What follows belongs to an exercise in optimizing a design on an open flow for small area; a production flow would make more cautious choices. At most, simulation tests tie the RTL to the original design; equivalence was not proved. Power is estimated from default activity; no workload was simulated.

run 4:
==> module qsp_frame_decoder, before the edit <==
module qsp_frame_decoder (
    input  wire         clk,
    input  wire         rst,           
    input  wire         in_valid,
    input  wire [7:0]   in_byte,
    output reg          sample_valid,
    output wire [223:0] sample,
    output reg  [1:0]   diag,
    output reg  [15:0]  sync_cnt,
    output reg  [15:0]  len_cnt,
    output reg  [15:0]  crc_cnt
);
    localparam [4:0] LEN_AO = 5'd31;     
    reg [4:0]   fb_len;      
    reg [4:0]   rem;         
    reg [223:0] sr;          
    reg [15:0]  crc;         
    wire ao   = (fb_len == LEN_AO);
    wire pz   = (rem == 5'd0);
    wire full = (fb_len == 5'd30);
    wire bz   = (in_byte == 8'h00);
    wire lt28 = (fb_len[4:2] != 3'b111);
    assign sample = sr;
    wire       code_pos = ao | pz;
    wire [4:0] dec      = (code_pos ? in_byte[4:0] : rem) - 5'd1;
    wire       code_sat = code_pos & (in_byte[7:5] != 3'd0);
    wire [4:0] rem_next = code_sat ? 5'd31 : dec;
    wire [7:0] wdata = pz ? 8'h00 : in_byte;
    wire [7:0] cx0 = crc[15:8] ^ wdata;
    wire [7:0] cx  = cx0 ^ {4'h0, cx0[7:4]};
    wire [15:0] crc_next = {crc[7:0], 8'h00} ^ {cx[3:0], 12'h000} ^ {3'b000, cx, 5'b00000} ^ {8'h00, cx};
    reg       append;
    reg [1:0] err;
    reg       good;
    always @* begin
        append = 1'b0;
        err    = 2'd0;
        good   = 1'b0;
        if (!ao) begin
            if (bz) begin
                if (!pz)
                    err = 2'd1;
                else if (!full)
                    err = 2'd2;
                else if (!crc[0])
                    err = 2'd3;
                else
                    good = 1'b1;
            end else if (full) begin
                err = 2'd2;
            end else begin
                append = 1'b1;
            end
        end
    end
    wire result = good | (err != 2'd0);
    wire step   = in_valid & (ao ? !bz : append);    
    always @(posedge clk) begin
        if (in_valid && append && lt28)
            sr <= {wdata, sr[223:8]};
    end
    wire eq_lo = ((wdata ^ crc[7:0]) == 8'h00);
    wire eq_hi = (cx0 == 8'h00);
    wire crc_we = in_valid & append;
    always @(posedge clk) begin
        if (ao)
            crc <= 16'h0000;
        else if (crc_we) begin
            if (lt28)
                crc <= crc_next;
            else if (!fb_len[0])
                crc[0] <= eq_lo;
            else
                crc[0] <= crc[0] & eq_hi;
        end
    end
    always @(posedge clk) begin
        if (step)
            rem <= rem_next;
    end
    always @(posedge clk) begin
        if (rst || (in_valid && result))
            fb_len <= LEN_AO;
        else if (step)
            fb_len <= fb_len + 5'd1;
    end
    always @(posedge clk) begin
        if (rst) begin
            sample_valid <= 1'b0;
            diag         <= 2'd0;
        end else begin
            sample_valid <= in_valid & good;
            diag         <= in_valid ? err : 2'd0;
        end
    end
    wire [16:0] sc, lc, cc;
    assign sc[0] = in_valid & (err == 2'd1) & ~(&sync_cnt);
    assign lc[0] = in_valid & (err == 2'd2) & ~(&len_cnt);
    assign cc[0] = in_valid & (err == 2'd3) & ~(&crc_cnt);
    genvar gi;
    generate
        for (gi = 0; gi < 16; gi = gi + 1) begin : g_cnt
            assign sc[gi+1] = sc[gi] & sync_cnt[gi];
            assign lc[gi+1] = lc[gi] & len_cnt[gi];
            assign cc[gi+1] = cc[gi] & crc_cnt[gi];
            always @(posedge clk) begin
                sync_cnt[gi] <= ~(rst | sc[gi+1] | ~(sync_cnt[gi] | sc[gi]));
                len_cnt[gi]  <= ~(rst | lc[gi+1] | ~(len_cnt[gi]  | lc[gi]));
                crc_cnt[gi]  <= ~(rst | cc[gi+1] | ~(crc_cnt[gi]  | cc[gi]));
            end
        end
    endgenerate
endmodule
clock: 18.0 ns
lec_check: 0
cap_margin: 20
core_margin: 2
core_utilization: 60
slew_margin: 20
standard.sh (not shown) runs the stock make flow with config.mk's settings and CLKGATE_MAP_FILE= SYNTH_SCRIPT=/design/flow/synth_recipe.tcl, a recipe that flattens the netlist after the stock synthesis.
==> flow/flow/run.sh <==
#!/bin/bash
# Own layout flow: the standard ORFS flow (standard.sh) with three changes:
#  * ABC maps the logic with an area-oriented script (flow/abc_area.script)
#    instead of ORFS's delay-oriented one; registers are mapped as before;
#  * the input and output port buffers use the smallest buffer (buf_1);
#  * the clock tree uses fewer, larger sink clusters.
set -euo pipefail
W=$PWD
rm -rf "$W/scripts_mod"
cp -r "$FLOW_HOME/scripts" "$W/scripts_mod"
cp "$W/flow/abc_area.script" "$W/scripts_mod/abc_area.script"
export BUFFER_PORTS_ARGS="-buffer_cell sky130_fd_sc_hd__buf_1"
export CTS_ARGS="-sink_clustering_enable -repair_clock_nets -sink_clustering_size 10 -sink_clustering_max_diameter 60 -buf_list sky130_fd_sc_hd__clkbuf_4 -dont_use_dummy_load"
bash standard.sh SCRIPTS_DIR="$W/scripts_mod" ABC_AREA=1 finish > flow_finish.log 2>&1
==> flow/flow/abc_area.script <==
strash
&get -n
&st
&deepsyn -T 30
&dch -f
&nf -a -R 1000
&put
topo
Run 4: all stages complete, timing, DRC and antenna checks passed
## Diff of input files: run 5 against run 4
==> flow/design.v <==
module qsp_frame_decoder (
    input  wire         clk,
    input  wire         rst,           
    input  wire         in_valid,
    input  wire [7:0]   in_byte,
    output wire         sample_valid,
    output wire [223:0] sample,
    output wire [1:0]   diag,
    output reg  [15:0]  sync_cnt,
    output reg  [15:0]  len_cnt,
    output reg  [15:0]  crc_cnt
);
    localparam [4:0] LEN_AO = 5'd31;     
    reg [4:0]   fb_len;      
    reg [4:0]   rem;         
    reg [223:0] sr;          
    reg [15:0]  crc;         
    reg         cmatch;      
    wire ao   = (fb_len == LEN_AO);
    wire pz   = (rem == 5'd0);
    wire full = (fb_len == 5'd30);
    wire bz   = (in_byte == 8'h00);
    wire lt28 = (fb_len[4:2] != 3'b111);
    assign sample       = sr;
    assign sample_valid = ao & rem[2];
    assign diag         = {2{ao}} & rem[1:0];
    wire       code_pos = ao | pz;
    wire [4:0] dec      = (code_pos ? in_byte[4:0] : rem) - 5'd1;
    wire       code_sat = code_pos & (in_byte[7:5] != 3'd0);
    wire [4:0] rem_next = code_sat ? 5'd31 : dec;
    wire [7:0] wdata = pz ? 8'h00 : in_byte;
    wire [7:0] cx0 = crc[15:8] ^ wdata;
    wire [7:0] cx  = cx0 ^ {4'h0, cx0[7:4]};
    wire [15:0] crc_next = {crc[7:0], 8'h00} ^ {cx[3:0], 12'h000} ^ {3'b000, cx, 5'b00000} ^ {8'h00, cx};
    reg       append;
    reg [1:0] err;
    reg       good;
    always @* begin
        append = 1'b0;
        err    = 2'd0;
        good   = 1'b0;
        if (!ao) begin
            if (bz) begin
                if (!pz)
                    err = 2'd1;
                else if (!full)
                    err = 2'd2;
                else if (!cmatch)
                    err = 2'd3;
                else
                    good = 1'b1;
            end else if (full) begin
                err = 2'd2;
            end else begin
                append = 1'b1;
            end
        end
    end
    wire result = good | (err != 2'd0);
    always @(posedge clk) begin
        if (!rst && in_valid && append && lt28)
            sr <= {wdata, sr[223:8]};
    end
    always @(posedge clk) begin
        if (ao)
            crc <= 16'h0000;
        else if (in_valid && append && lt28)
            crc <= crc_next;
    end
    wire eq_lo = ((wdata ^ crc[7:0]) == 8'h00);
    wire eq_hi = (cx0 == 8'h00);
    always @(posedge clk) begin
        if (in_valid && append && fb_len[4:1] == 4'b1110)
            cmatch <= fb_len[0] ? (cmatch & eq_hi) : eq_lo;
    end
    always @(posedge clk) begin
        if (rst) begin
            fb_len <= LEN_AO;
            rem    <= 5'd0;
        end else if (!in_valid) begin
            if (ao)
                rem <= 5'd0;
        end else if (ao) begin
            if (bz) begin
                rem <= 5'd0;
            end else begin
                fb_len <= 5'd0;
                rem    <= rem_next;
            end
        end else if (result) begin
            fb_len <= LEN_AO;
            rem    <= {2'b00, good, err};
        end else begin
            fb_len <= fb_len + 5'd1;
            rem    <= rem_next;
        end
    end
    wire [16:0] sc, lc, cc;
    assign sc[0] = in_valid & (err == 2'd1) & ~(&sync_cnt);
    assign lc[0] = in_valid & (err == 2'd2) & ~(&len_cnt);
    assign cc[0] = in_valid & (err == 2'd3) & ~(&crc_cnt);
    genvar gi;
    generate
        for (gi = 0; gi < 16; gi = gi + 1) begin : g_cnt
            assign sc[gi+1] = sc[gi] & sync_cnt[gi];
            assign lc[gi+1] = lc[gi] & len_cnt[gi];
            assign cc[gi+1] = cc[gi] & crc_cnt[gi];
            always @(posedge clk) begin
                sync_cnt[gi] <= ~(rst | sc[gi+1] | ~(sync_cnt[gi] | sc[gi]));
                len_cnt[gi]  <= ~(rst | lc[gi+1] | ~(len_cnt[gi]  | lc[gi]));
                crc_cnt[gi]  <= ~(rst | cc[gi+1] | ~(crc_cnt[gi]  | cc[gi]));
            end
        end
    endgenerate
endmodule
Notes after the runs:
In summary, run 5 completed successfully, with a layout that passed the timing, design-rule and antenna checks. Clock power delta (run 4 -> run 5): insignificant. Worst hold slack: run 4 vs run 5, no meaningful difference. Compared to run 4, the number of flip-flops in run 5 is lower. Going from run 4 to run 5, starting density of the core comparable; critical-path maximum fanout now larger; worst setup slack now smaller.
For run 5, only the layout was checked, not whether the RTL still works.

==> what the ideal ports hide <==
The flow's constraints put no driver on any port. The routed layouts listed below were extracted and timed again, unchanged, in two steps. Step 1, drivers: a clkbuf_16 drives clk and a buf_2 each remaining input, both assumed. Step 2 also shifts input and output timing later by t, the mid clock arrival at the registers, as if the neighbouring blocks saw the same clock. a / b / c = ideal / step 1 / step 2; a / b = the first two.
run	t (ns)	setup WS [ns]	hold slack, ns	worst register clock-pin slew, ns
run 4	0.611	11.460 / 11.478 / 10.867	0.451 / 0.451 / 0.451	0.11 / 0.11
run 5	0.642	11.124 / 11.146 / 10.504	0.453 / 0.453 / 0.453	0.11 / 0.11
After both steps every run listed still meets setup and hold. For run 5, which loses most, drivers alone change the setup slack by +0.022 ns; drivers and shift together by -0.620 ns.
